Source: an optimization exercise on an open RTL-to-GDS flow (aim: small area, a short achievable clock period and few clock cycles). Production flows keep margins and buffers that such runs may drop. RTL that was checked went through simulation tests only; none was proved equivalent to the original. The RTL of runs 1 and 3 was laid out without a check of its function. Power is estimated from default activity; no workload was simulated.

**design.v**
```verilog
module sm1_frame_decode (
    input  wire [7:0]  f1, f2, f3, f4, f5, f6, f7,
    input  wire [1:0]  rt,        
    input  wire        ch,
    input  wire        ver,
    input  wire [2:0]  k,
    output reg  [31:0] w
);
    wire [15:0] r23 = {f2, f3};
    wire [15:0] r45 = {f4, f5};
    wire [15:0] r67 = {f6, f7};
    always @(*) begin
        w = 32'd0;
        case (rt)
        2'd1: case (k)
            3'd0:    w = {4'h1, ch, ver, f1[1:0], f1, r23};
            3'd1:    w = ver ? {16'd0, r23} : {{16{r23[15]}}, r23};
            default: w = {24'd0, f4};
            endcase
        2'd2: case (k)
            3'd0:    w = {4'h2, ch, ver, f1[0], 1'b0, f1, r23};
            3'd1:    w = ver ? {{17{~r23[15]}}, r23[14:0]} : {{16{r23[15]}}, r23};
            default: w = {24'd0, f4};
            endcase
        default: case (k)
            3'd0:    w = {4'h3, ch, ver, ver, (ver ? f1[2:1] : 2'd0), f1[0], 14'd0, f1};
            3'd1:    w = {{16{r23[15]}}, r23};
            3'd2:    w = {{16{r45[15]}}, r45};
            3'd3:    w = ver ? {{17{~r67[15]}}, r67[14:0]} : {{24{f6[7]}}, f6};
            default: w = ver ? {16'd0, r67} : {24'd0, f6};
            endcase
        endcase
    end
endmodule
module sm1_frame_encode (
    input  wire [31:0] x,         
    input  wire        wide,      
    output wire        fits,
    input  wire [7:0]  f1, f2, f3, f4, f5, f6, f7, cks,
    input  wire        ver,
    input  wire [1:0]  k,         
    output reg  [31:0] w
);
    assign fits = wide ? ((x[31:15] == 17'h00000) || (x[31:15] == 17'h1FFFF))
                       : ((x[31:7]  == 25'h0000000) || (x[31:7]  == 25'h1FFFFFF));
    always @(*) begin
        case (k)
            2'd1:    w = {8'h02, f1, f2, f3};
            2'd2:    w = ver ? {f4, f5, f6, f7} : {f4, f5, f6, cks};
            default: w = ver ? {cks, 8'h03, 16'd0} : {8'h03, 24'd0};
        endcase
    end
endmodule
module sm1_codec (
    input  wire        clk,
    input  wire        rst,           
    input  wire        cmd_valid,
    output wire        cmd_ready,
    input  wire [31:0] cmd_data,
    input  wire        cmd_last,
    input  wire [31:0] ts_in,         
    output wire        rsp_valid,
    input  wire        rsp_ready,
    output wire [31:0] rsp_data,
    output wire        rsp_last
);
    localparam G_DEC = 2'd0, G_STATS = 2'd1, G_FRAME = 2'd2;
    reg        cfg_ver, cfg_cken, cfg_rxdir;
    reg [63:0] s0, s1;                
    reg [3:0]  len0, len1;
    reg [7:0]  wsum0, wsum1;
    reg [31:0] ok0, ok1, ckf0, ckf1, mal0, mal1, lts0, lts1;
    reg        seen0, seen1;
    reg        cv, cc;                
    reg        c_feed, c_dec, c_enc, c_rsta, c_rsts, c_rdst, c_wrcfg, c_rdcfg, c_badop;
    reg        c_mid;                 
    reg        c_ch, c_b26, c_b25, c_b24;
    reg [7:0]  c_lo;
    reg [31:0] c_ts;
    reg [6:0]  c_cnt;                 
    reg        c_badlen;
    reg [63:0] opr;                   
    reg        fl1, fl2, fl3, fl4;    
    reg [7:0]  osa, osb, osr;         
    reg        cst;                   
    reg        gbusy;
    reg [2:0]  gk, glast;
    reg [1:0]  gtype, x_rt;
    reg        x_ch, x_ver, x_opr;
    reg [31:0] w0r;
    reg        q0v, q1v, q0l, q1l;
    reg [31:0] q0d, q1d;
    reg        pend_v, pend_ch;       
    reg [1:0]  pend_kind;             
    reg        rdy;
    assign cmd_ready = rdy;
    assign rsp_valid = q0v;
    assign rsp_data  = q0d;
    assign rsp_last  = q0l;
    function [7:0] add8(input [7:0] a, input [7:0] b);
        reg [7:0] g, p, gg, pp, g2, p2;
        integer i;
        begin
            g = a & b; p = a ^ b;
            gg = g; pp = p;
            for (i = 1; i < 8; i = i + 1) begin
                g2[i] = gg[i] | (pp[i] & gg[i-1]); p2[i] = pp[i] & pp[i-1];
            end
            g2[0] = gg[0]; p2[0] = pp[0];
            gg = g2; pp = p2;
            for (i = 2; i < 8; i = i + 1) begin
                g2[i] = gg[i] | (pp[i] & gg[i-2]); p2[i] = pp[i] & pp[i-2];
            end
            gg = g2; pp = p2;
            for (i = 4; i < 8; i = i + 1) begin
                g2[i] = gg[i] | (pp[i] & gg[i-4]); p2[i] = pp[i] & pp[i-4];
            end
            gg = g2;
            add8 = p ^ {gg[6:0], 1'b0};
        end
    endfunction
    function [15:0] csa(input [7:0] a, input [7:0] b, input [7:0] c);
        reg [7:0] t;
        begin
            t = (a & b) | (a & c) | (b & c);
            csa = {t[6:0], 1'b0, a ^ b ^ c};
        end
    endfunction
    function [31:0] sat_inc(input [31:0] x);
        integer i;
        begin
            for (i = 0; i < 32; i = i + 1)
                sat_inc[i] = (&x) | (x[i] ^ (&(x | ~((32'd1 << i) - 32'd1))));
        end
    endfunction
    wire gpush  = gbusy && !q1v;
    wire g_last = (gk == glast);
    wire pop    = q0v && rsp_ready;
    wire c_opr  = c_dec || c_enc;
    wire exec   = cv && cc && (!gbusy || (gpush && g_last)) && (!c_dec || cst);
    wire direct = exec && !gbusy && !q1v;       
    wire push   = gpush || direct;
    wire       is_hdr   = !cv || cc;
    wire       ld_hdr   = rdy && is_hdr;      
    wire       ld_opd   = rdy && !is_hdr;
    wire       take     = cmd_valid && rdy;
    wire       take_hdr = take && is_hdr;
    wire       take_opd = take && !is_hdr;
    wire [3:0] i_op     = cmd_data[31:28];
    wire [7:0] ln0 = cmd_data[31:24], ln1 = cmd_data[23:16],
               ln2 = cmd_data[15:8],  ln3 = cmd_data[7:0];
    wire       i_fits;
    wire [7:0] b1 = c_b25 ? {5'd0, c_lo[2:1], c_lo[0]} : {7'd0, c_lo[0]};
    wire [63:0] fve = c_opr ? opr : (c_ch ? s1 : s0);
    wire [7:0]  e1 = fve[7:0],   e2 = fve[15:8],  e3 = fve[23:16], e4 = fve[31:24],
                e5 = fve[39:32], e6 = fve[47:40], e7 = fve[55:48], e8 = fve[63:56];
    wire [63:0] fvg = x_opr ? opr : (x_ch ? s1 : s0);
    wire [7:0]  g1 = fvg[7:0],   g2 = fvg[15:8],  g3 = fvg[23:16], g4 = fvg[31:24],
                g5 = fvg[39:32], g6 = fvg[47:40], g7 = fvg[55:48];
    wire       c_g47   = c_rsta || c_rsts || c_rdst;
    wire       res_hi  = ((c_feed || c_g47) && (c_b26 || c_b25 || c_b24)) ||
                         (c_dec && (c_ch || c_b24)) ||
                         (c_enc && (c_ch || c_b26 || c_b24)) ||
                         ((c_wrcfg || c_rdcfg) && (c_ch || c_b26 || c_b25 || c_b24));
    wire       res_lo  = ((c_enc || c_wrcfg) && (c_lo[7:3] != 5'd0)) ||
                         ((c_g47 || c_rdcfg) && (c_lo != 8'd0));
    wire       c_res   = c_mid || res_hi || res_lo;
    wire       illegal = c_badop || c_res || c_badlen;
    wire [3:0] ill_why = c_badop ? 4'd1 : (c_res ? 4'd2 : 4'd3);
    wire       e_ver = c_dec ? c_b25 : cfg_ver;
    wire       e_dir = c_dec ? c_b26 : cfg_rxdir;
    wire       e_ch  = c_dec ? 1'b0 : c_ch;
    wire       e_n9  = c_dec ? c_b26 : cfg_rxdir;
    wire       e_n10 = c_dec ? (c_b26 & c_b25) : (cfg_rxdir & cfg_ver);
    wire [7:0] cks_rx = e_n10 ? e8 : (e_n9 ? e7 : e5);    
    wire [7:0] csum   = c_dec ? osr : (c_ch ? wsum1 : wsum0);
    wire       ckbad  = cfg_cken && (csum != cks_rx);
    wire [1:0] rec_rt = e_dir ? 2'd3 : ((e1[7:3] == 5'd0) ? 2'd1 : 2'd2);
    wire [3:0] lrx  = !cfg_rxdir ? 4'd7 : (cfg_ver ? 4'd10 : 4'd9);
    wire [3:0] alen = c_ch ? len1 : len0;
    wire       b02  = (c_lo == 8'h02);
    wire       b03  = (c_lo == 8'h03);
    wire       at_end = (alen == lrx - 4'd1);
    wire       f_done = at_end && b03;        
    wire       f_mal  = at_end && !b03;       
    reg [3:0] f_len;
    integer k;
    always @(*) begin
        if (f_mal) begin
            f_len = b02 ? 4'd1 : 4'd0;
            for (k = 8; k >= 1; k = k - 1)
                if (fve[8*(k-1) +: 8] == 8'h02 && k <= lrx - 2)
                    f_len = lrx - k[3:0];
        end else if (f_done) begin
            f_len = 4'd0;
        end else if (alen == 4'd0) begin
            f_len = b02 ? 4'd1 : 4'd0;
        end else begin
            f_len = alen + 4'd1;
        end
    end
    wire [7:0] d_lexp   = !c_b26 ? 8'd7 : (c_b25 ? 8'd10 : 8'd9);
    wire       d_lenbad = (c_lo != d_lexp);
    wire       d_stx    = fl1;
    wire       d_etx    = e_n10 ? fl4 : (e_n9 ? fl3 : fl2);
    wire [1:0] mode  = c_lo[2:1];
    wire [3:0] field = ((!c_b25 && mode != 2'd0) || (c_b25 && mode == 2'd3)) ? 4'd1 :
                       fl1 ? 4'd2 : fl2 ? 4'd3 : fl3 ? 4'd4 : 4'd0;
    wire [31:0] rec_w0;
    sm1_frame_decode u_dec0 (
        .f1(e1), .f2(e2), .f3(e3), .f4(e4), .f5(e5), .f6(e6), .f7(e7),
        .rt(rec_rt), .ch(e_ch), .ver(e_ver), .k(3'd0), .w(rec_w0)
    );
    reg [31:0] x_w;
    reg [2:0]  x_n;
    reg [1:0]  x_gt;
    always @(*) begin
        x_w  = 32'd0;
        x_n  = 3'd1;
        x_gt = G_DEC;
        if (illegal) begin
            x_w = {4'hF, 24'd0, ill_why};
        end else if (c_feed) begin
            if (f_done) begin
                if (ckbad) x_w = {4'h4, c_ch, cfg_ver, cfg_rxdir, 9'd0, csum, cks_rx};
                else begin
                    x_w = rec_w0;
                    x_n = cfg_rxdir ? 3'd5 : 3'd3;
                end
            end else if (f_mal) begin
                x_w = {4'h5, c_ch, cfg_ver, cfg_rxdir, 9'd0, 4'd0, lrx, 2'd0, 1'b0, 1'b1, 4'd2};
            end
        end else if (c_dec) begin
            if (d_lenbad)
                x_w = {4'h5, 1'b0, c_b25, c_b26, 9'd0, c_lo, 4'd0, 4'd1};
            else if (d_stx || d_etx)
                x_w = {4'h5, 1'b0, c_b25, c_b26, 9'd0, c_lo, 2'd0, d_stx, d_etx, 4'd2};
            else if (ckbad)
                x_w = {4'h4, 1'b0, c_b25, c_b26, 9'd0, csum, cks_rx};
            else begin
                x_w = rec_w0;
                x_n = c_b26 ? 3'd5 : 3'd3;
            end
        end else if (c_enc) begin
            if (field != 4'd0) x_w = {4'h7, 24'd0, field};
            else begin
                x_w  = {4'h6, 20'd0, (c_b25 ? 8'd10 : 8'd9)};
                x_n  = 3'd4;
                x_gt = G_FRAME;
            end
        end else if (c_rdst) begin
            x_w  = c_ch ? {4'h8, 1'b1, seen1, 22'd0, len1}
                        : {4'h8, 1'b0, seen0, 22'd0, len0};
            x_n  = 3'd5;
            x_gt = G_STATS;
        end else if (c_rdcfg) begin
            x_w = {4'h9, 25'd0, cfg_rxdir, cfg_cken, cfg_ver};
        end
    end
    wire [31:0] dec_w;
    sm1_frame_decode u_dec (
        .f1(g1), .f2(g2), .f3(g3), .f4(g4), .f5(g5), .f6(g6), .f7(g7),
        .rt(x_rt), .ch(x_ch), .ver(x_ver), .k(gk), .w(dec_w)
    );
    wire [31:0] enc_w;
    sm1_frame_encode u_enc (
        .x(cmd_data), .wide(!(c_cnt == 7'd2 && !c_b25)), .fits(i_fits),
        .f1(g1), .f2(g2), .f3(g3), .f4(g4), .f5(g5), .f6(g6), .f7(g7), .cks(osr),
        .ver(x_ver), .k(gk[1:0]), .w(enc_w)
    );
    wire       cs_ch   = pend_v ? pend_ch : x_ch;
    wire [1:0] cs_kind = pend_v ? pend_kind : (gk[1:0] - 2'd1);
    reg [31:0] cm;
    always @(*) begin
        case ({cs_ch, cs_kind})
            3'd0: cm = ok0;  3'd1: cm = ckf0; 3'd2: cm = mal0; 3'd3: cm = lts0;
            3'd4: cm = ok1;  3'd5: cm = ckf1; 3'd6: cm = mal1; default: cm = lts1;
        endcase
    end
    wire [31:0] cinc = sat_inc(cm);
    wire [31:0] g_w = (gk == 3'd0) ? w0r :
                      (gtype == G_STATS) ? cm : ((gtype == G_FRAME) ? enc_w : dec_w);
    wire [31:0] p_w = direct ? x_w : g_w;
    wire        p_l = direct ? (x_n == 3'd1) : g_last;
    wire       cv_n    = take_hdr ? 1'b1 : (exec ? 1'b0 : cv);
    wire       cc_n    = take_hdr ? cmd_last : (cc || (take_opd && cmd_last));
    wire       gbusy_n = exec ? !(direct && x_n == 3'd1) : ((gpush && g_last) ? 1'b0 : gbusy);
    wire [2:0] gk_n    = exec ? {2'd0, direct} : (gpush ? gk + 3'd1 : gk);
    wire [2:0] glast_n = exec ? x_n - 3'd1 : glast;
    wire       x_opr_n = exec ? c_opr : x_opr;
    wire       q1v_n   = q1v ? !pop : (q0v && push && !pop);
    wire       q0v_n   = q1v ? 1'b1 : (push || (q0v && !pop));
    wire       gfree_n = !gbusy_n || (!q1v_n && gk_n == glast_n);
    wire       cst_n   = !take_hdr && cc;
    wire       cdec_n  = ld_hdr ? (i_op == 4'h2) : c_dec;
    wire       rdy_n   = !cv_n || (cc_n && gfree_n && (!cdec_n || cst_n)) ||
                         (!cc_n && !(gbusy_n && x_opr_n));
    wire legal    = exec && !illegal;
    wire do_feed  = legal && c_feed;
    wire do_rstst = legal && c_rsts;
    wire do_rstas = legal && c_rsta;
    wire do_wrcfg = legal && c_wrcfg;
    wire cfg_chg  = (c_lo[0] != cfg_ver) || (c_lo[2] != cfg_rxdir);
    wire [7:0]  nb5  = (lrx == 4'd7) ? c_lo : e6;
    wire [7:0]  nb7  = (lrx == 4'd9) ? c_lo : e8;
    wire [63:0] s_sh = {c_lo, nb7, e7, nb5, e5, e4, e3, e2};
    wire [7:0]  top0 = (lrx == 4'd7) ? s0[39:32] : ((lrx == 4'd9) ? s0[55:48] : s0[63:56]);
    wire [7:0]  top1 = (lrx == 4'd7) ? s1[39:32] : ((lrx == 4'd9) ? s1[55:48] : s1[63:56]);
    wire [15:0] wc0  = csa(wsum0, top0, ~s0[7:0]);
    wire [15:0] wc1  = csa(wsum1, top1, ~s1[7:0]);
    wire [7:0]  wsh0 = add8(wc0[7:0], {wc0[15:9], 1'b1});
    wire [7:0]  wsh1 = add8(wc1[7:0], {wc1[15:9], 1'b1});
    wire        sclr = rst || (do_wrcfg && cfg_chg);
    wire       o_job = gbusy && (gtype == G_FRAME);
    wire       o_n9  = o_job || c_enc || (c_dec && c_b26);
    wire       o_n10 = o_job ? x_ver : (c_b25 && (c_enc || (c_dec && c_b26)));
    wire [15:0] oca  = csa(opr[7:0], opr[15:8], opr[23:16]);
    wire [15:0] ocb  = csa(opr[31:24], opr[39:32], opr[47:40]);
    wire [15:0] ocb2 = csa(ocb[7:0], ocb[15:8], o_n10 ? opr[55:48] : 8'd0);
    always @(posedge clk) begin
        if (rst) begin
            cv <= 1'b0; cc <= 1'b0; cst <= 1'b0;
            gbusy <= 1'b0;
            q0v <= 1'b0; q1v <= 1'b0;
            pend_v <= 1'b0;
            rdy <= 1'b1;
            x_opr <= 1'b0;
            c_dec <= 1'b0; c_enc <= 1'b0;
        end else begin
            cv <= cv_n; cc <= cc_n; cst <= cst_n;
            gbusy <= gbusy_n;
            q0v <= q0v_n; q1v <= q1v_n;
            pend_v <= do_feed && (f_done || f_mal);
            rdy <= rdy_n;
            x_opr <= x_opr_n;
            if (ld_hdr) begin
                c_dec <= (i_op == 4'h2);
                c_enc <= (i_op == 4'h3);
            end
        end
    end
    always @(posedge clk) begin
        osa <= add8(oca[7:0], oca[15:8]);
        osb <= add8(ocb2[7:0], ocb2[15:8]);
        osr <= add8(osa, o_n9 ? osb : opr[31:24]);
        if (ld_hdr) begin
            c_feed   <= (i_op == 4'h1);
            c_rsta   <= (i_op == 4'h4) || (i_op == 4'h6);
            c_rsts   <= (i_op == 4'h5) || (i_op == 4'h6);
            c_rdst   <= (i_op == 4'h7);
            c_wrcfg  <= (i_op == 4'h8);
            c_rdcfg  <= (i_op == 4'h9);
            c_badop  <= (i_op == 4'h0) || (i_op >= 4'hA);
            c_mid    <= (cmd_data[23:8] != 16'd0);
            c_ch     <= cmd_data[27];
            c_b26    <= cmd_data[26];
            c_b25    <= cmd_data[25];
            c_b24    <= cmd_data[24];
            c_lo     <= cmd_data[7:0];
            c_ts     <= ts_in;
            c_cnt    <= 7'd0;
            c_badlen <= (i_op == 4'h3) || (i_op == 4'h2 && cmd_data[7:0] != 8'd0);
        end else if (take_opd) begin
            if (c_cnt != 7'd127) c_cnt <= c_cnt + 7'd1;
            if (c_enc)      c_badlen <= (c_cnt != 7'd2);
            else if (c_dec) c_badlen <= (c_cnt + 7'd1 != {1'b0, c_lo[7:2]} + {6'd0, (c_lo[1:0] != 2'd0)});
            else            c_badlen <= 1'b1;
        end
        if (ld_opd) begin
            case (c_cnt)
            7'd0: begin
                opr[7:0]   <= c_enc ? b1 : ln1;
                opr[15:8]  <= ln2;
                opr[23:16] <= ln3;
                fl1 <= c_enc ? !i_fits : (ln0 != 8'h02);
            end
            7'd1: begin
                opr[31:24] <= c_enc ? ln2 : ln0;
                opr[39:32] <= c_enc ? ln3 : ln1;
                opr[47:40] <= ln2;
                opr[55:48] <= ln3;
                fl2 <= c_enc ? !i_fits : (ln2 != 8'h03);
            end
            7'd2: begin
                if (c_enc) begin
                    opr[47:40] <= c_b25 ? (ln2 ^ 8'h80) : ln3;
                    opr[55:48] <= ln3;
                end
                opr[63:56] <= ln0;
                fl3 <= c_enc ? !i_fits : (ln0 != 8'h03);
                fl4 <= (ln1 != 8'h03);
            end
            default: ;
            endcase
        end
    end
    always @(posedge clk) begin
        if (q1v) begin
            if (pop) begin q0d <= q1d; q0l <= q1l; end
        end else if (push && (!q0v || pop)) begin
            q0d <= p_w; q0l <= p_l;
        end else if (push) begin
            q1d <= p_w; q1l <= p_l;
        end
        gk    <= gk_n;
        glast <= glast_n;
        if (exec) begin
            w0r   <= x_w;
            gtype <= x_gt;
            x_rt  <= rec_rt;
            x_ch  <= e_ch;
            x_ver <= c_enc ? c_b25 : e_ver;
        end
    end
    always @(posedge clk) begin
        if (rst) begin
            cfg_ver   <= 1'b1;
            cfg_cken  <= 1'b1;
            cfg_rxdir <= 1'b0;
            len0 <= 4'd0;  len1 <= 4'd0;
            ok0  <= 32'd0; ok1  <= 32'd0;
            ckf0 <= 32'd0; ckf1 <= 32'd0;
            mal0 <= 32'd0; mal1 <= 32'd0;
            lts0 <= 32'd0; lts1 <= 32'd0;
            seen0 <= 1'b0; seen1 <= 1'b0;
        end else begin
            if (pend_v) begin
                case ({pend_ch, pend_kind})
                    3'd0: ok0  <= cinc;
                    3'd1: ckf0 <= cinc;
                    3'd2: mal0 <= cinc;
                    3'd4: ok1  <= cinc;
                    3'd5: ckf1 <= cinc;
                    3'd6: mal1 <= cinc;
                    default: ;
                endcase
            end
            if (do_feed) begin
                if (c_ch) len1 <= f_len; else len0 <= f_len;
                if (f_done) begin
                    if (c_ch) begin lts1 <= c_ts; seen1 <= 1'b1; end
                    else      begin lts0 <= c_ts; seen0 <= 1'b1; end
                end
            end
            if (do_rstas) begin
                if (c_ch) len1 <= 4'd0; else len0 <= 4'd0;
            end
            if (do_rstst) begin
                if (c_ch) begin
                    ok1 <= 32'd0; ckf1 <= 32'd0; mal1 <= 32'd0;
                    lts1 <= 32'd0; seen1 <= 1'b0;
                end else begin
                    ok0 <= 32'd0; ckf0 <= 32'd0; mal0 <= 32'd0;
                    lts0 <= 32'd0; seen0 <= 1'b0;
                end
            end
            if (do_wrcfg) begin
                if (cfg_chg) begin len0 <= 4'd0; len1 <= 4'd0; end
                cfg_ver   <= c_lo[0];
                cfg_cken  <= c_lo[1];
                cfg_rxdir <= c_lo[2];
            end
        end
        if (sclr) begin
            s0 <= 64'd0; s1 <= 64'd0; wsum0 <= 8'd0; wsum1 <= 8'd0;
        end else if (do_feed && !f_done) begin
            if (c_ch) begin s1 <= s_sh; wsum1 <= wsh1; end
            else      begin s0 <= s_sh; wsum0 <= wsh0; end
        end
        if (do_feed) begin
            pend_ch   <= c_ch;
            pend_kind <= f_mal ? 2'd2 : (ckbad ? 2'd1 : 2'd0);
        end
    end
endmodule
```
**run.sh**
```bash
#!/bin/bash
# synth_recipe.tcl (not shown) runs the flow's synth.tcl, then flattens the netlist and writes it again
# the make line also repeats each setting of config.mk as NAME=value (left out here)
make -C /OpenROAD-flow-scripts/flow DESIGN_CONFIG=/design/flow/config.mk WORK_HOME=/design/flow/orfs CLKGATE_MAP_FILE= SYNTH_SCRIPT=/design/flow/synth_recipe.tcl finish
```
**constraint.sdc**
```tcl
create_clock -name core_clock -period 10.0 [get_ports {clk}]
set_input_delay 2.0000 -clock core_clock [delete_from_list [all_inputs] [get_ports {clk}]]
set_output_delay 2.0000 -clock core_clock [all_outputs]
set_load 0.01 [all_outputs]
```
**config.mk**
```make
export PLATFORM = sky130hd
export DESIGN_NAME = sm1_codec
export DESIGN_NICKNAME = sm1_codec
export VERILOG_FILES = /design/flow/design.v
export SDC_FILE = /design/flow/constraint.sdc
export NUM_CORES = 4
export LEC_CHECK = 0
export CAP_MARGIN = 20
export CORE_MARGIN = 2
export CORE_UTILIZATION = 40
export SLEW_MARGIN = 20
```
==> results of run 1 <==
cells by family (layout without fill, tap and decap cells):
kind of cell               count (synthesis)  count (layout)  synth area share
xor gates and xnor gates                  94              94           0.02194
DFF                                      689             689            0.4284
muxes                                    268             268           0.07536
adders and majority gates                114             114           0.04481
and+or+nand+nor                         1305            1305            0.1557
buffers and inverters                    423             447           0.04632
AOI/OAI and AO/OA                       1413            1413            0.2275
worst max path at each step:
stage | from | to | slack [ns] | depth (start not counted)
global placement | gk[0]$_DFF_P_ | ckf1[25]$_SDFF_PP0_ | 3.99 | 17
floorplan | rsp_ready | rdy$_SDFF_PP1_ | 4.59 | 6
CTS | gk[0]$_DFF_P_ | mal0[17]$_SDFF_PP0_ | 3.74 | 18
global route | gk[0]$_DFF_P_ | mal1[17]$_SDFF_PP0_ | 3.08 | 18
detailed placement | gk[0]$_DFF_P_ | mal0[17]$_SDFF_PP0_ | 3.82 | 18
finish | gk[0]$_DFF_P_ | ckf1[16]$_SDFF_PP0_ | 3.55 | 17
synth_stat cells, types with 9 or more instances:
cell | number | share of area
clkbuf_1 | 231 | 0.023
nand2b_1 | 46 | 0.0077
buf_1 | 24 | 0.0024
nor2_1 | 368 | 0.037
nand4_1 | 23 | 0.0038
and2_1 | 19 | 0.0032
nor3_1 | 59 | 0.0079
edfxtp_1 | 228 | 0.18
a21o_1 | 38 | 0.0076
xnor2_1 | 65 | 0.015
fa_1 | 39 | 0.021
a22o_1 | 9 | 0.0021
dfxtp_1 | 461 | 0.25
nor4_1 | 25 | 0.0042
o21a_1 | 35 | 0.0070
and3_1 | 38 | 0.0063
o221ai_1 | 21 | 0.0049
nand3_1 | 114 | 0.015
or2_2 | 9 | 0.0015
o211ai_1 | 42 | 0.0084
a21oi_1 | 492 | 0.066
mux2_2 | 112 | 0.034
inv_1 | 98 | 0.0098
a22oi_1 | 49 | 0.0098
ha_1 | 60 | 0.020
xor2_1 | 29 | 0.0068
a31oi_1 | 33 | 0.0055
a211oi_1 | 63 | 0.013
nand2_1 | 529 | 0.053
mux2i_1 | 155 | 0.041
maj3_1 | 15 | 0.0040
a221oi_1 | 10 | 0.0023
o31ai_1 | 19 | 0.0038
o21ai_0 | 413 | 0.055
buf_2 | 42 | 0.0056
buf_4 | 18 | 0.0036
nor2b_1 | 21 | 0.0035
o21bai_1 | 21 | 0.0042
o32ai_1 | 9 | 0.0021
o22ai_1 | 42 | 0.0070
worst register-to-register path: stages, from the launching register on:
cell	delay, ns
dfxtp_1	0.63
inv_1	0.27
ha_1	0.76
nand2b_4	0.44
nand2_2	0.19
buf_4	0.50
nand2_1	0.15
a31oi_1	0.17
o21ai_0	0.09
a21oi_1	0.36
ha_1	0.29
inv_1	0.08
a2111oi_4	0.30
nand4b_2	0.39
nor4_2	0.82
ha_1	0.37
nor2_1	0.35
a21oi_1	0.13
through the flow:
step / util / hold WS (ns) / std cells
2_1_floorplan: - / 0.4212 / 4306
3_3_place_gp: 0.4258 / 0.4360 / 5442
3_5_place_dp: 0.4258 / 0.4494 / 5442
4_1_cts: 0.4549 / 0.4576 / 5584
5_1_grt: 0.4549 / 0.4796 / 5584
6_report: 0.4549 / 0.4540 / 5584
where the power goes:
part | switching, mW | internal, mW
registers | 0.113 | 3.01
logic | 1.43 | 0.560
clock network | 1.26 | 1.81
total | 2.80 | 5.39
routing by layer:
metal	wire (um)	up-vias	share of wire
met4	8184	2	0.056
met2	65270	1905	0.45
met1	58200	16460	0.40
met3	13860	361	0.095
li1	-	15490	-
met5	16	-	0.00011
layout make-up:
class                           instances  area, um^2  share of cell area
Sequential cell                       689       16080              0.3793
Tap cell                             1254        1569             0.03701
Clock inverter                         37       484.2             0.01142
Multi-Input combinational cell       3194       19870              0.4686
Timing Repair Buffer                  201        1774             0.04185
Clock buffer                          105        2230             0.05259
Inverter                              104       390.4            0.009208
==> summary.txt, run 1 <==
Status
  – Outcome: finished clean

Cells and area
  – Most frequent cells in the layout: nand2_1, a21oi_1, dfxtp_1, o21ai_0, nor2_1
  – Most common cell after layout, fill and taps aside: nand2_1
  – Area growth syn-to-layout: 12.98%
  – Nets: 4436
  – Filler cell count: 9093
  – # diodes: 0
  – Share of layout cells above drive strength 1: 0.09492
  – Finished Cell Area: 42390 um^2
  – Biggest regs: opr (64), s0 (64), s1 (64)

Timing
  – Fin crit share: 0.6449
  – Post-layout minimum cycle time: 6.449 ns
  – Slew @ Worst Pin: 1.102 ns
  – Final Hold Vio Count: 0
  – Setup Viol. Count Final: 0
  – Slew headroom: 0.2637
  – RSZ-0062 raised after global routing: false
  – Total Neg Setup Slack: 0 ns
  – Clock skew: 0.03553 ns
  – Final setup margin: 3.551 ns
  – Final Max Tran Viols: 0
  – Max Fclk: 155.1 MHz

Die
  – Core Area: 93190 um^2
  – FP Rows: 112
  – Die footprint: 96270 um^2
  – Initial core utilization: 0.4027
  – Num ports: 104
  – Die Ht: 310.3 um
  – Die X: 310.3 um

Job
  – Max_cap viols: 0

Setup path
  – FF-to-FF Start: gk[0]$_DFF_P_
  – Crit-path leading delay family: simple AND/OR/NAND/NOR gates
  – Largest fanout on the critical path: 42
  – Critical Path Most Common Cell: ha_1
  – R2r worst-path depth: 17
  – Required time of the critical path: 10.50 ns
  – Worst-path cell chain: inv_1 > ha_1 > nand2b_4 > nand2_2 > buf_4 > nand2_1 > a31oi_1 > o21ai_0 > a21oi_1 > ha_1 > inv_1 > a2111oi_4 > nand4b_2 > nor4_2 > ha_1 > nor2_1 > a21oi_1
  – Worst R2R End: ckf1[16]$_SDFF_PP0_
  – R2R Setup Slk: 3.55 ns
  – Kind of critical path: flop to flop
  – Worst Path Arrival: 6.95 ns
  – CP Buf/Inv Count: 3
  – Worst path slowest cell: nor4_2
  – CP startpoint kind: flop
  – Crit. End Element: flop
  – Slowest stage delay, CP: 0.82 ns

Drt
  – DRT Pass-1 Iters: 8
  – DRT iter0 DRCs: 4389
  – DRC errors left: 0
  – Routed via count: 34220
  – Routed vias/inst: 6.128
  – Drt wl/cell: 26.06 um
  – WL final: 145500 um
  – Antenna viol nets, final: 0

Synth
  – Syn nets: 4474
  – Synth Warn #: 3
  – Sequential fraction of the synthesis area: 0.4284
  – Unique cell type count in the Yosys netlist: 97
  – Syn Inst Count: 4306
  – Post-synth EDFFs: 228
  – Mapped Area: 37520 um^2
  – Asr flop ratio synth: 0
  – Top_reg_cell synth: dfxtp_1
  – Yosys reg bits: 689
  – Mapped Avg Cell Area: 8.714 um^2

Global routing
  – First-pass GRT wire length: 212800 um
  – Met1 GRT Util: 0.3907
  – Initial antenna violation count: 2
  – GRT Max-Usage Layer: met2
  – Met3 GRT Util: 0.05306
  – Pin count of the biggest net entering global routing: 100
  – GR Overflow Total: 0
  – Met2 usage: 0.4668
  – Number of global-route vias before repair: 31640
  – GRT Total Usage: 0.2959

Clocking
  – CTS Hold Bufs: 0
  – Post-CTS Resized: 0
  – Clock-pin slew on the worst setup and hold paths: 0.06 ns
  – CTS Sinks: 689
  – Clock Tree Buf Depth: 3
  – Setup Buffers After CTS: 0
  – Num CTS Buffers: 78
  – H-tree levels: 3
  – Clk latency of the worst-skew pair: 0.67 ns
  – CTS tree: built
  – Root Driver: clkbuf_16

Placed design
  – Count of port buffers added during placement: 103
  – HPWL after detailed placement: 101100 um
  – Dpl ws: 3.823 ns
  – Placer Congestion: 0.9987
  – Area after DPL: 39680 um^2

Power and ir drop
  – Leakage Power: 15.47 nW
  – VDD IR max: 0.1667 mV
  – Cell area power density: 193.2 nW/um^2
  – Total power: 8.190 mW

Hold path
  – HP Class: flop to flop
  – Cell count of the worst hold path: 2
  – Hold_sp: lts1[28]$_SDFF_PP0_
  – Hold EP: lts1[28]$_SDFF_PP0_
==> run 2: changes to the inputs <==
--- a/design.v
+++ b/design.v
@@ -74,6 +74,6 @@
     reg        cv, cc;                
     reg        c_feed, c_dec, c_enc, c_rsta, c_rsts, c_rdst, c_wrcfg, c_rdcfg, c_badop;
-    reg        c_mid;                 
-    reg        c_ch, c_b26, c_b25, c_b24;
+    reg        c_mid, c_resx;         
+    reg        c_ch, c_b26, c_b25;
     reg [7:0]  c_lo;
     reg [31:0] c_ts;
@@ -91,6 +91,5 @@
     reg        q0v, q1v, q0l, q1l;
     reg [31:0] q0d, q1d;
-    reg        pend_v, pend_ch;       
-    reg [1:0]  pend_kind;             
+    reg        pend_v;                
     reg        rdy;
     assign cmd_ready = rdy;
@@ -138,5 +137,6 @@
     wire pop    = q0v && rsp_ready;
     wire c_opr  = c_dec || c_enc;
-    wire exec   = cv && cc && (!gbusy || (gpush && g_last)) && (!c_dec || cst);
+    reg  sclr;                                  
+    wire exec   = cv && cc && (!gbusy || (gpush && g_last)) && (!c_dec || cst) && !sclr;
     wire direct = exec && !gbusy && !q1v;       
     wire push   = gpush || direct;
@@ -148,4 +148,16 @@
     wire       take_opd = take && !is_hdr;
     wire [3:0] i_op     = cmd_data[31:28];
+    reg  [11:0] i_mask;               
+    always @(*) begin
+        case (i_op)
+            4'h1:                   i_mask = 12'h700;
+            4'h2:                   i_mask = 12'h900;
+            4'h3:                   i_mask = 12'hDF8;
+            4'h4, 4'h5, 4'h6, 4'h7: i_mask = 12'h7FF;
+            4'h8:                   i_mask = 12'hFF8;
+            4'h9:                   i_mask = 12'hFFF;
+            default:                i_mask = 12'h000;
+        endcase
+    end
     wire [7:0] ln0 = cmd_data[31:24], ln1 = cmd_data[23:16],
                ln2 = cmd_data[15:8],  ln3 = cmd_data[7:0];
@@ -158,12 +170,5 @@
     wire [7:0]  g1 = fvg[7:0],   g2 = fvg[15:8],  g3 = fvg[23:16], g4 = fvg[31:24],
                 g5 = fvg[39:32], g6 = fvg[47:40], g7 = fvg[55:48];
-    wire       c_g47   = c_rsta || c_rsts || c_rdst;
-    wire       res_hi  = ((c_feed || c_g47) && (c_b26 || c_b25 || c_b24)) ||
-                         (c_dec && (c_ch || c_b24)) ||
-                         (c_enc && (c_ch || c_b26 || c_b24)) ||
-                         ((c_wrcfg || c_rdcfg) && (c_ch || c_b26 || c_b25 || c_b24));
-    wire       res_lo  = ((c_enc || c_wrcfg) && (c_lo[7:3] != 5'd0)) ||
-                         ((c_g47 || c_rdcfg) && (c_lo != 8'd0));
-    wire       c_res   = c_mid || res_hi || res_lo;
+    wire       c_res   = c_mid || c_resx;
     wire       illegal = c_badop || c_res || c_badlen;
     wire [3:0] ill_why = c_badop ? 4'd1 : (c_res ? 4'd2 : 4'd3);
@@ -269,9 +274,8 @@
         .ver(x_ver), .k(gk[1:0]), .w(enc_w)
     );
-    wire       cs_ch   = pend_v ? pend_ch : x_ch;
-    wire [1:0] cs_kind = pend_v ? pend_kind : (gk[1:0] - 2'd1);
+    reg [2:0]  csel;                  
     reg [31:0] cm;
     always @(*) begin
-        case ({cs_ch, cs_kind})
+        case (csel)
             3'd0: cm = ok0;  3'd1: cm = ckf0; 3'd2: cm = mal0; 3'd3: cm = lts0;
             3'd4: cm = ok1;  3'd5: cm = ckf1; 3'd6: cm = mal1; default: cm = lts1;
@@ -294,5 +298,5 @@
     wire       cst_n   = !take_hdr && cc;
     wire       cdec_n  = ld_hdr ? (i_op == 4'h2) : c_dec;
-    wire       rdy_n   = !cv_n || (cc_n && gfree_n && (!cdec_n || cst_n)) ||
+    wire       rdy_n   = !cv_n || (cc_n && gfree_n && (!cdec_n || cst_n) && !(exec && c_wrcfg)) ||
                          (!cc_n && !(gbusy_n && x_opr_n));
     wire legal    = exec && !illegal;
@@ -311,5 +315,4 @@
     wire [7:0]  wsh0 = add8(wc0[7:0], {wc0[15:9], 1'b1});
     wire [7:0]  wsh1 = add8(wc1[7:0], {wc1[15:9], 1'b1});
-    wire        sclr = rst || (do_wrcfg && cfg_chg);
     wire       o_job = gbusy && (gtype == G_FRAME);
     wire       o_n9  = o_job || c_enc || (c_dec && c_b26);
@@ -326,4 +329,5 @@
             rdy <= 1'b1;
             x_opr <= 1'b0;
+            sclr  <= 1'b1;
             c_dec <= 1'b0; c_enc <= 1'b0;
         end else begin
@@ -334,4 +338,5 @@
             rdy <= rdy_n;
             x_opr <= x_opr_n;
+            sclr  <= do_wrcfg && cfg_chg;
             if (ld_hdr) begin
                 c_dec <= (i_op == 4'h2);
@@ -356,5 +361,5 @@
             c_b26    <= cmd_data[26];
             c_b25    <= cmd_data[25];
-            c_b24    <= cmd_data[24];
+            c_resx   <= ({cmd_data[27:24], cmd_data[7:0]} & i_mask) != 12'd0;
             c_lo     <= cmd_data[7:0];
             c_ts     <= ts_in;
@@ -426,5 +431,5 @@
         end else begin
             if (pend_v) begin
-                case ({pend_ch, pend_kind})
+                case (csel)
                     3'd0: ok0  <= cinc;
                     3'd1: ckf0 <= cinc;
@@ -468,8 +473,8 @@
             else      begin s0 <= s_sh; wsum0 <= wsh0; end
         end
-        if (do_feed) begin
-            pend_ch   <= c_ch;
-            pend_kind <= f_mal ? 2'd2 : (ckbad ? 2'd1 : 2'd0);
-        end
+        if (do_feed && (f_done || f_mal))
+            csel <= {c_ch, (f_mal ? 2'd2 : (ckbad ? 2'd1 : 2'd0))};
+        else
+            csel <= {(exec ? e_ch : x_ch), gk_n[1:0] - 2'd1};
     end
 endmodule
--- a/config.mk
+++ b/config.mk
@@ -9,3 +9,4 @@
 export CORE_MARGIN = 2
 export CORE_UTILIZATION = 40
+export SETUP_SLACK_MARGIN = 5
 export SLEW_MARGIN = 20
==> run 2 against run 1 <==
Total power shrank 3.9%. Setup slack improved by 1.7 ns. Sequential share of layout area is 0.075 points lower. Critical path type unchanged. Highest routed layer unchanged.
==> summary.txt, run 2 <==
Synth
  – Yosys reg bits: 690 (+0.15%)
  – Top-area cell type share of the netlist area: 0.2486 (+0.002626)
  – Sequential fraction of the synthesis area: 0.4278 (-0.0006048)
  – Largest family of logic cells by synthesized area: compound AO/OA/AOI/OAI gates
  – Mux share of post-synthesis cell area: 0.09395 (+0.01859)
  – Simple-gate share of the synthesized area: 0.1484 (-0.007260)
  – Synth Area in Adders: 0.04267 (-0.002141)
  – Yosys top cell by area: dfxtp_1
  – Most frequent cell after synthesis: nand2_1
  – Xor/xnor cell area share of the yosys netlist: 0.02170 (-0.0002370)
  – Asr flop ratio synth: 0 (unchanged)
  – Synth Warn #: 3 (unchanged)
  – Mapped Area: 37530 um^2 (about the same)
  – Synth Area in Compound Gates: 0.2187 (-0.008839)
  – Unique cell type count in the Yosys netlist: 105 (+8.2%)
  – Commonest cells in the netlist: nand2_1, a21oi_1, dfxtp_1
  – Ranking of synthesized cells by area: dfxtp_1, edfxtp_1, a21oi_1
  – Top_reg_cell synth: dfxtp_1
  – Mapped Avg Cell Area: 8.808 um^2 (+1.1%)
  – Syn nets: 4429 (-1.0%)
  – Syn Inst Count: 4261 (-1.0%)
  – Post-synth EDFFs: 224 (-1.8%)

Drt
  – DRC errors left: 0 (unchanged)
  – Drt wl/cell: 25.80 um (-1.0%)
  – DRT iter0 DRCs: 3894 (-11%)
  – Antenna viol nets, final: 0 (unchanged)
  – WL final: 143100 um (-1.7%)
  – Routed vias/inst: 6.058 (-1.1%)
  – Routed via count: 33590 (-1.8%)
  – DRT Pass-1 Iters: 6 (-2)

Hold path
  – HP Class: flop to flop
  – Hold EP: lts1[17]$_SDFF_PP0_
  – Cell count of the worst hold path: 2 (unchanged)
  – Hold_sp: lts1[17]$_SDFF_PP0_

Die
  – Core Area: 93190 um^2 (unchanged)
  – Die footprint: 96290 um^2 (about the same)
  – Num ports: 104 (unchanged)
  – Die Ht: 310.3 um (about the same)
  – FP Rows: 112 (unchanged)
  – Die X: 310.3 um (about the same)
  – Initial core utilization: 0.4027 (about the same)

Cells and area
  – Finished Cell Area: 42490 um^2 (+0.24%)
  – Post-Layout Cell Count: 5545 (-0.70%)
  – Share of layout cells above drive strength 1: 0.1009 (+0.006013)
  – Area growth syn-to-layout: 13.23%
  – Fin util: 0.4560 (+0.001075)
  – Filler cell count: 9062 (-0.34%)
  – Most frequent cells in the layout: nand2_1, a21oi_1, dfxtp_1, o21ai_0, nor2_1
  – Nets: 4396 (-0.90%)
  – Most common cell after layout, fill and taps aside: nand2_1
  – Biggest regs: opr (64), s0 (64), s1 (64)

Timing
  – RSZ-0062 raised after global routing: false
  – Clock skew: 0.03336 ns (-0.002179 ns)
  – Slew @ Worst Pin: 1.215 ns (+0.1130 ns)
  – Final setup margin: 5.209 ns (+1.658 ns)
  – Max Fclk: 208.7 MHz (+35%)
  – Total Neg Setup Slack: 0 ns (unchanged)
  – Post-layout minimum cycle time: 4.791 ns (-1.658 ns)
  – Final Max Tran Viols: 0 (unchanged)
  – Setup Viol. Count Final: 0 (unchanged)
  – Slew headroom: 0.1670 (-0.09674)
  – Final Hold Vio Count: 0 (unchanged)
  – Fin crit share: 0.4791 (-0.1658)

Global routing
  – Pin count of the biggest net entering global routing: 94 (-6.0%)
  – First-pass GRT wire length: 207700 um (-2.4%)
  – GRT Total Usage: 0.2883 (-0.007550)
  – Initial antenna violation count: 3 (+1)
  – GR Overflow Total: 0 (unchanged)
  – Number of global-route vias before repair: 31410 (-0.72%)

Setup path
  – Crit. End Element: flop
  – Worst Path Arrival: 5.32 ns (-1.63 ns)
  – R2r worst-path depth: 14 (-3)
  – Worst-path cell chain: buf_12 > or2_1 > buf_6 > a211oi_2 > a2bb2oi_1 > o22ai_1 > a2111o_1 > o31a_1 > buf_4 > or3_1 > ha_1 > or4_1 > o211a_1 > a211o_1
  – Worst R2R End: rdy$_SDFF_PP1_
  – Largest fanout on the critical path: 60 (+43%)
  – Crit-path leading delay family: compound AO/OA/AOI/OAI gates
  – Worst path slowest cell: a2111o_1
  – Slowest stage delay, CP: 0.59 ns (-0.23 ns)
  – R2R Setup Slk: 5.21 ns (+1.66 ns)
  – FF-to-FF Start: c_dec$_SDFF_PP0_
  – Required time of the critical path: 10.53 ns (+0.03 ns)
  – CP Buf/Inv Count: 3 (unchanged)
  – Kind of critical path: flop to flop
  – CP startpoint kind: flop

Placed design
  – Count of port buffers added during placement: 103 (unchanged)
  – Area after DPL: 39620 um^2 (-0.15%)
  – HPWL after detailed placement: 98510 um (-2.5%)
  – DP Cell Count: 5392 (-0.92%)
  – Placer Congestion: 0.9922 (-0.65%)
  – Dpl ws: 4.504 ns (+0.6809 ns)

Power and ir drop
  – Sw Ratio: 0.3220 (-0.02045)
  – P_int: 5.335 mW (-0.93%)
  – Combinational power share: 0.214 (-0.029)
  – Flop pwr share: 0.407 (+0.025)
  – Cell area power density: 185.2 nW/um^2 (-4.1%)
  – Net Switching: 2.534 mW (-9.7%)
  – VDD IR max: 0.2004 mV (+20%)
  – Leakage Power: 15.26 nW (-1.4%)
  – Clock share of power: 0.378 (+0.003)

Status
  – Outcome: finished clean

Clocking
  – CTS Hold Bufs: 0 (unchanged)
  – Clock Tree Buf Depth: 3 (unchanged)
  – H-tree levels: 3 (unchanged)
  – CTS tree: built
  – Root Driver: clkbuf_16
  – CTS Sinks: 690 (+0.15%)
  – Clock-pin slew on the worst setup and hold paths: 0.06 ns (about the same)
  – Num CTS Buffers: 78 (unchanged)
  – Clk latency of the worst-skew pair: 0.66 ns (about the same)

Job
  – Max_cap viols: 0 (unchanged)
## run 2: metal layers
metal | part of all wire | wire [um] | up-vias | track usage
li1 | - | - | 15230 | -
met5 | 0.00028 | 40 | - | 0
met3 | 0.088 | 12560 | 409 | 0.05027
met1 | 0.40 | 57380 | 16240 | 0.3780
met2 | 0.45 | 64040 | 1709 | 0.4488
met4 | 0.063 | 9043 | 6 | 0.1645
## run 2: cell families after synthesis
logic type	after synthesis
simple gates	1260
flops	690
xor+xnor	93
buf+inv	418
compound gates	1368
mux	326
fa+ha+maj	106
## run 2: layout make-up
class | count | area (um^2) | share of cell area
Multi-Input combinational cell | 3154 | 19930 | 0.4691
Tap cell | 1254 | 1569 | 0.03692
Sequential cell | 690 | 16090 | 0.3785
Inverter | 104 | 397.9 | 0.009363
Clock inverter | 24 | 304.0 | 0.007155
Clock buffer | 118 | 2335 | 0.05494
Antenna cell | 1 | 2.502 | 0.00005889
Timing Repair Buffer | 200 | 1867 | 0.04393
## run 2: through the flow
| step | power [mW] | hold WS, ns |
|---|---|---|
| CTS | 7.818 | 0.4531 |
| global placement | 4.843 | 0.4412 |
| finish | 7.869 | 0.4535 |
| detailed placement | 4.854 | 0.4453 |
| global route | 8.101 | 0.4749 |
| floorplan | 4.238 | 0.4287 |
## run 2: power groups by stage
stage          combinational, mW  clock [mW]  sequential (mW)
2_1_floorplan               1.12           0             3.12
4_1_cts                     1.58        3.02             3.22
5_1_grt                     1.77        3.12             3.21
3_5_place_dp                1.57           0             3.28
3_3_place_gp                1.56           0             3.28
6_report                    1.69        2.98             3.21
## run 2: repair_timing
action                     4_1_cts  5_1_grt
buffers inserted                 0        6
hold endpoints to repair         0        0
setup endpoints to repair       91      205
resized for setup                5       30
pin swaps                        0        3
cloned                           0        3
## run 2: worst max-delay path by stage
stage / to / start / slack (ns) / cells after the start
after floorplan: q1d[0]$_DFFE_PP_ / rsp_ready / 5.06 / 2
after global placement: wsum1[7]$_SDFFE_PP0P_ / cfg_rxdir$_SDFFE_PP0P_ / 4.63 / 18
after detailed placement: rdy$_SDFF_PP1_ / cfg_rxdir$_SDFFE_PP0P_ / 4.50 / 14
after CTS: rdy$_SDFF_PP1_ / c_enc$_SDFFE_PP0P_ / 4.87 / 13
after global routing: wsum0[7]$_SDFFE_PP0P_ / cfg_rxdir$_SDFFE_PP0P_ / 5.00 / 18
final: rdy$_SDFF_PP1_ / c_dec$_SDFF_PP0_ / 5.21 / 14
## run 2: worst min-delay path: stages (launching register included)
cell and delay, ns:
dfxtp_1 0.30, nand2_1 0.05, a21oi_1 0.05
Testbench counts of run 2, summed over its fixed seeds: cycles 24,429.
==> run 3: changes to the inputs <==
--- a/design.v
+++ b/design.v
@@ -67,4 +67,5 @@
     localparam G_DEC = 2'd0, G_STATS = 2'd1, G_FRAME = 2'd2;
     reg        cfg_ver, cfg_cken, cfg_rxdir;
+    reg        lt7, lt9, lt10;        
     reg [63:0] s0, s1;                
     reg [3:0]  len0, len1;
@@ -176,25 +177,30 @@
     wire       e_dir = c_dec ? c_b26 : cfg_rxdir;
     wire       e_ch  = c_dec ? 1'b0 : c_ch;
-    wire       e_n9  = c_dec ? c_b26 : cfg_rxdir;
-    wire       e_n10 = c_dec ? (c_b26 & c_b25) : (cfg_rxdir & cfg_ver);
+    wire       e_n9  = c_dec ? c_b26 : !lt7;
+    wire       e_n10 = c_dec ? (c_b26 & c_b25) : lt10;
     wire [7:0] cks_rx = e_n10 ? e8 : (e_n9 ? e7 : e5);    
     wire [7:0] csum   = c_dec ? osr : (c_ch ? wsum1 : wsum0);
     wire       ckbad  = cfg_cken && (csum != cks_rx);
     wire [1:0] rec_rt = e_dir ? 2'd3 : ((e1[7:3] == 5'd0) ? 2'd1 : 2'd2);
-    wire [3:0] lrx  = !cfg_rxdir ? 4'd7 : (cfg_ver ? 4'd10 : 4'd9);
+    wire [3:0] lrx  = {lt9 | lt10, lt7, lt7 | lt10, lt7 | lt9};
     wire [3:0] alen = c_ch ? len1 : len0;
     wire       b02  = (c_lo == 8'h02);
     wire       b03  = (c_lo == 8'h03);
-    wire       at_end = (alen == lrx - 4'd1);
+    wire       at_end = lt7 ? (alen == 4'd6) : (lt9 ? (alen == 4'd8) : (alen == 4'd9));
     wire       f_done = at_end && b03;        
     wire       f_mal  = at_end && !b03;       
-    reg [3:0] f_len;
+    reg [3:0] f_len, m7, m9, m10;
+    reg [8:1] eq02;
     integer k;
     always @(*) begin
+        for (k = 1; k <= 8; k = k + 1) eq02[k] = (fve[8*(k-1) +: 8] == 8'h02);
+        m7 = b02 ? 4'd1 : 4'd0;
+        for (k = 5; k >= 1; k = k - 1) if (eq02[k]) m7 = 7 - k;
+        m9 = b02 ? 4'd1 : 4'd0;
+        for (k = 7; k >= 1; k = k - 1) if (eq02[k]) m9 = 9 - k;
+        m10 = b02 ? 4'd1 : 4'd0;
+        for (k = 8; k >= 1; k = k - 1) if (eq02[k]) m10 = 10 - k;
         if (f_mal) begin
-            f_len = b02 ? 4'd1 : 4'd0;
-            for (k = 8; k >= 1; k = k - 1)
-                if (fve[8*(k-1) +: 8] == 8'h02 && k <= lrx - 2)
-                    f_len = lrx - k[3:0];
+            f_len = lt7 ? m7 : (lt9 ? m9 : m10);
         end else if (f_done) begin
             f_len = 4'd0;
@@ -274,12 +280,9 @@
         .ver(x_ver), .k(gk[1:0]), .w(enc_w)
     );
-    reg [2:0]  csel;                  
-    reg [31:0] cm;
-    always @(*) begin
-        case (csel)
-            3'd0: cm = ok0;  3'd1: cm = ckf0; 3'd2: cm = mal0; 3'd3: cm = lts0;
-            3'd4: cm = ok1;  3'd5: cm = ckf1; 3'd6: cm = mal1; default: cm = lts1;
-        endcase
-    end
+    reg [7:0]  csel;                  
+    wire [31:0] cm = ({32{csel[0]}} & ok0) | ({32{csel[1]}} & ckf0) |
+                     ({32{csel[2]}} & mal0) | ({32{csel[3]}} & lts0) |
+                     ({32{csel[4]}} & ok1) | ({32{csel[5]}} & ckf1) |
+                     ({32{csel[6]}} & mal1) | ({32{csel[7]}} & lts1);
     wire [31:0] cinc = sat_inc(cm);
     wire [31:0] g_w = (gk == 3'd0) ? w0r :
@@ -295,5 +298,8 @@
     wire       q1v_n   = q1v ? !pop : (q0v && push && !pop);
     wire       q0v_n   = q1v ? 1'b1 : (push || (q0v && !pop));
-    wire       gfree_n = !gbusy_n || (!q1v_n && gk_n == glast_n);
+    wire       single  = illegal || c_rsta || c_rsts || c_wrcfg || c_rdcfg || (c_feed && !f_done) ||
+                         (c_enc && field != 4'd0) || (c_dec && (d_lenbad || d_stx || d_etx));
+    wire       gfree_n = exec ? (single && (direct || !q1v_n))
+                              : (!gbusy_n || (!q1v_n && gk_n == glast_n));
     wire       cst_n   = !take_hdr && cc;
     wire       cdec_n  = ld_hdr ? (i_op == 4'h2) : c_dec;
@@ -306,9 +312,9 @@
     wire do_wrcfg = legal && c_wrcfg;
     wire cfg_chg  = (c_lo[0] != cfg_ver) || (c_lo[2] != cfg_rxdir);
-    wire [7:0]  nb5  = (lrx == 4'd7) ? c_lo : e6;
-    wire [7:0]  nb7  = (lrx == 4'd9) ? c_lo : e8;
+    wire [7:0]  nb5  = lt7 ? c_lo : e6;
+    wire [7:0]  nb7  = lt9 ? c_lo : e8;
     wire [63:0] s_sh = {c_lo, nb7, e7, nb5, e5, e4, e3, e2};
-    wire [7:0]  top0 = (lrx == 4'd7) ? s0[39:32] : ((lrx == 4'd9) ? s0[55:48] : s0[63:56]);
-    wire [7:0]  top1 = (lrx == 4'd7) ? s1[39:32] : ((lrx == 4'd9) ? s1[55:48] : s1[63:56]);
+    wire [7:0]  top0 = ({8{lt7}} & s0[39:32]) | ({8{lt9}} & s0[55:48]) | ({8{lt10}} & s0[63:56]);
+    wire [7:0]  top1 = ({8{lt7}} & s1[39:32]) | ({8{lt9}} & s1[55:48]) | ({8{lt10}} & s1[63:56]);
     wire [15:0] wc0  = csa(wsum0, top0, ~s0[7:0]);
     wire [15:0] wc1  = csa(wsum1, top1, ~s1[7:0]);
@@ -423,4 +429,5 @@
             cfg_cken  <= 1'b1;
             cfg_rxdir <= 1'b0;
+            lt7 <= 1'b1; lt9 <= 1'b0; lt10 <= 1'b0;
             len0 <= 4'd0;  len1 <= 4'd0;
             ok0  <= 32'd0; ok1  <= 32'd0;
@@ -431,13 +438,10 @@
         end else begin
             if (pend_v) begin
-                case (csel)
-                    3'd0: ok0  <= cinc;
-                    3'd1: ckf0 <= cinc;
-                    3'd2: mal0 <= cinc;
-                    3'd4: ok1  <= cinc;
-                    3'd5: ckf1 <= cinc;
-                    3'd6: mal1 <= cinc;
-                    default: ;
-                endcase
+                if (csel[0]) ok0  <= cinc;
+                if (csel[1]) ckf0 <= cinc;
+                if (csel[2]) mal0 <= cinc;
+                if (csel[4]) ok1  <= cinc;
+                if (csel[5]) ckf1 <= cinc;
+                if (csel[6]) mal1 <= cinc;
             end
             if (do_feed) begin
@@ -465,4 +469,7 @@
                 cfg_cken  <= c_lo[1];
                 cfg_rxdir <= c_lo[2];
+                lt7  <= !c_lo[2];
+                lt9  <= c_lo[2] && !c_lo[0];
+                lt10 <= c_lo[2] && c_lo[0];
             end
         end
@@ -474,7 +481,7 @@
         end
         if (do_feed && (f_done || f_mal))
-            csel <= {c_ch, (f_mal ? 2'd2 : (ckbad ? 2'd1 : 2'd0))};
+            csel <= 8'd1 << {c_ch, (f_mal ? 2'd2 : (ckbad ? 2'd1 : 2'd0))};
         else
-            csel <= {(exec ? e_ch : x_ch), gk_n[1:0] - 2'd1};
+            csel <= 8'd1 << {(exec ? e_ch : x_ch), gk_n[1:0] - 2'd1};
     end
 endmodule
==> run 3 against run 2 <==
Still clean on timing, DRC and antenna. Clock skew decreased by 0.0092 ns. Clock power increased by 5%. Register-to-register slack got worse by 0.03 ns. Global-route usage increased by 0.51 points. Highest routed layer unchanged.
==> summary.txt, run 3 <==
Timing
  – Final Hold Vio Count: 0 (unchanged)
  – Max Fclk: 207.6 MHz (-0.56%)
  – Slew @ Worst Pin: 1.208 ns (-0.006778 ns)
  – Slew headroom: 0.1845 (+0.01746)
  – Clock skew: 0.02420 ns (-0.009155 ns)
  – Fin crit share: 0.4818 (+0.002681)
  – Setup Viol. Count Final: 0 (unchanged)
  – Total Neg Setup Slack: 0 ns (unchanged)
  – RSZ-0062 raised after global routing: true
  – Final Max Tran Viols: 0 (unchanged)
  – Post-layout minimum cycle time: 4.818 ns (+0.02681 ns)

Drt
  – WL final: 142900 um (-0.12%)
  – Routed vias/inst: 6.093 (+0.57%)
  – DRC errors left: 0 (unchanged)
  – Drt wl/cell: 26.35 um (+2.1%)
  – M1 WL: 57570 um (+0.33%)
  – DRT iter0 DRCs: 4318 (+11%)
  – Metal2 WL: 63000 um (-1.6%)
  – Metal3 WL: 13570 um (+8.1%)
  – Antenna viol nets, final: 0 (unchanged)
  – DRT Pass-1 Iters: 10 (+4)
  – Top layer in use: met5
  – Routed via count: 33050 (-1.6%)

Hold path
  – Hold EP: lts1[27]$_SDFF_PP0_
  – HP Class: flop to flop
  – Cell count of the worst hold path: 2 (unchanged)
  – Hold_sp: lts1[27]$_SDFF_PP0_

Global routing
  – Pin count of the biggest net entering global routing: 95 (+1.1%)
  – Number of global-route vias before repair: 30740 (-2.1%)
  – First-pass GRT wire length: 208700 um (+0.48%)
  – GRT Total Usage: 0.2934 (+0.005106)
  – GR Overflow Total: 0 (unchanged)
  – Initial antenna violation count: 6 (+3)

Cells and area
  – Most common cell after layout, fill and taps aside: a21oi_1
  – Share of layout cells above drive strength 1: 0.09315 (-0.007781)
  – Nets: 4275 (-2.8%)
  – Post-Layout Cell Count: 5424 (-2.2%)
  – Biggest regs: opr (64), s0 (64), s1 (64)
  – Area growth syn-to-layout: 12.75%
  – Most frequent cells in the layout: a21oi_1, nand2_1, dfxtp_1, o21ai_0, nor2_1

Synth
  – Mapped Avg Cell Area: 8.894 um^2 (+0.98%)
  – Yosys top cell by area: dfxtp_1
  – Top_reg_cell synth: dfxtp_1
  – Commonest cells in the netlist: a21oi_1, dfxtp_1, nand2_1
  – Mapped Area: 37050 um^2 (-1.3%)
  – Asr flop ratio synth: 0 (unchanged)
  – Synth Warn #: 3 (unchanged)
  – Syn Inst Count: 4166 (-2.2%)
  – Sequential fraction of the synthesis area: 0.4376 (+0.009811)
  – Syn nets: 4330 (-2.2%)
  – Ranking of synthesized cells by area: dfxtp_1, edfxtp_1, a21oi_1
  – Post-synth EDFFs: 224 (unchanged)
  – Yosys reg bits: 698 (+1.2%)
  – Unique cell type count in the Yosys netlist: 114 (+8.6%)
  – Top-area cell type share of the netlist area: 0.2561 (+0.007512)
  – Most frequent cell after synthesis: a21oi_1

Clocking
  – CTS Sinks: 698 (+1.2%)
  – Num CTS Buffers: 80 (+2.6%)
  – Clock Tree Buf Depth: 3 (unchanged)
  – H-tree levels: 3 (unchanged)
  – Clock-pin slew on the worst setup and hold paths: 0.06 ns (about the same)
  – Root Driver: clkbuf_16
  – Clk latency of the worst-skew pair: 0.65 ns (about the same)
  – CTS tree: built
  – CTS Hold Bufs: 0 (unchanged)

Die
  – FP Rows: 111 (-0.89%)
  – Die X: 308.4 um (-0.63%)
  – Die footprint: 95090 um^2 (-1.2%)
  – Die Ht: 308.4 um (-0.63%)
  – Initial core utilization: 0.4036 (+0.0009080)
  – Core Area: 91800 um^2 (-1.5%)
  – Num ports: 104 (unchanged)

Placed design
  – Count of port buffers added during placement: 103 (unchanged)
  – DP Cell Count: 5271 (-2.2%)
  – Placer Congestion: 0.9813 (-1.1%)
  – HPWL after detailed placement: 98730 um (+0.23%)

Setup path
  – CP startpoint kind: flop
  – FF-to-FF Start: gtype[1]$_SDFFCE_PP0P_
  – R2R Setup Slk: 5.18 ns (-0.03 ns)
  – Critical path origin: gtype[1]$_SDFFCE_PP0P_
  – Worst R2R End: osb[7]$_DFF_P_
  – Kind of critical path: flop to flop
  – Required time of the critical path: 10.52 ns (about the same)
  – Worst Path Arrival: 5.34 ns (+0.02 ns)
  – R2r worst-path depth: 15 (+1)
  – Crit. End Element: flop
  – Largest fanout on the critical path: 28 (-53%)

Power and ir drop
  – Leakage Power: 14.93 nW (-2.1%)
  – Cell area power density: 183.4 nW/um^2 (-0.97%)
  – VDD IR max: 0.1518 mV (-24%)

Job
  – Max_cap viols: 0 (unchanged)

Status
  – Outcome: finished clean
==> run 3: layer usage <==
metal,vias to the layer above,global-route usage
met2,1772,0.4543
met4,6,0.1553
li1,15020,-
met3,403,0.05600
met5,-,0
met1,15840,0.3877
==> run 3: kinds of logic (layout without fill, tap and decap cells) <==
logic type,Yosys count,after routing,synth area share
compound gates,1468,1468,0.2455
xor+xnor,97,97,0.02293
fa+ha+maj,96,96,0.04025
buf+inv,439,448,0.04943
flops,698,698,0.4376
mux,216,216,0.06399
other cells,0,5,0
simple gates,1152,1153,0.1403
==> run 3: layout make-up <==
type,instances,area (um^2)
repair buffers,183,1643
fillers,8991,50020
well taps,1243,1555
diodes,5,12.51
clock inverters,34,436.7
clock buffers,113,2364
multi-input cells,3030,19100
inverters,118,442.9
flip-flops and latches,698,16230
==> run 3: how the worst max path moves through the flow <==
stage	cells past startpoint	slack, ns	endpoint
2_1_floorplan	2	5.10	q1d[0]$_DFFE_PP_
3_3_place_gp	16	4.82	rdy$_SDFF_PP1_
3_5_place_dp	16	4.81	rdy$_SDFF_PP1_
4_1_cts	16	4.98	rdy$_SDFF_PP1_
5_1_grt	15	4.91	osb[7]$_DFF_P_
6_report	15	5.18	osb[7]$_DFF_P_
==> run 3: timing repair <==
action | CTS | global route
setup buffers | 0 | 0
pin swaps | 0 | 1
resized for setup | 2 | 7
hold endpoints to repair | 0 | 0
gates cloned | 0 | 1
endpoints found under the setup margin | 5 | 196
==> run 3: critical path: stages (launching register included) <==
cell      delay, ns
edfxtp_1       0.88
nor2b_2        0.67
nand2_1        0.15
nand3b_1       0.43
a21boi_1       0.60
and2_1         0.24
fa_1           0.40
ha_1           0.22
inv_1          0.10
fa_1           0.21
inv_1          0.05
a21o_1         0.17
a21oi_1        0.22
o21bai_1       0.09
a21oi_1        0.17
xnor2_1        0.09
==> run 3: metrics by stage <==
step	instance area [um^2]	util	hold WS [ns]	total power, mW	setup slack (ns)
final	41780	0.4551	0.4570	7.661	5.182
after floorplan	37050	-	0.4295	4.010	5.103
after CTS	41740	0.4547	0.4582	7.651	4.980
after global routing	41770	0.4549	0.4726	7.873	4.909
after global placement	38930	0.4241	0.4416	4.544	4.816
after detailed placement	38930	0.4241	0.4489	4.545	4.809
==> run 3: power by group <==
| group | total (mW) | switching (mW) | internal, mW | leakage (nW) |
|---|---|---|---|---|
| combinational | 1.32 | 0.918 | 0.397 | 7.64 |
| clock | 3.13 | 1.27 | 1.86 | 1.36 |
| sequential | 3.22 | 0.153 | 3.06 | 5.94 |

afterwards: timing with drivers on the ports:
No port has a modelled driver above. Below, the same layouts with a new extraction and two added sets of constraints.
Step 1 (the two cells are an assumption about what drives the block):
set clk [get_ports {clk}]
set_driving_cell -lib_cell sky130_fd_sc_hd__clkbuf_16 $clk
set_driving_cell -lib_cell sky130_fd_sc_hd__buf_2 [delete_from_list [all_inputs] $clk]
Step 2 also shifts input and output timing later by t, the mid clock arrival at the registers, as if the neighbouring blocks saw the same clock.
Three values: no drivers, after step 1, after step 2; two values: the first two.
| run | t (ns) | setup slack, ns | latest minus earliest clock arrival (ns) |
|---|---|---|---|
| run 1 | 0.716 | 3.551 / 3.551 / 3.551 | 0.044 / 0.045 |
| run 2 | 0.708 | 5.209 / 5.209 / 5.209 | 0.035 / 0.035 |
| run 3 | 0.710 | 5.182 / 5.182 / 5.182 | 0.025 / 0.024 |
After both steps every run listed still meets setup and hold.
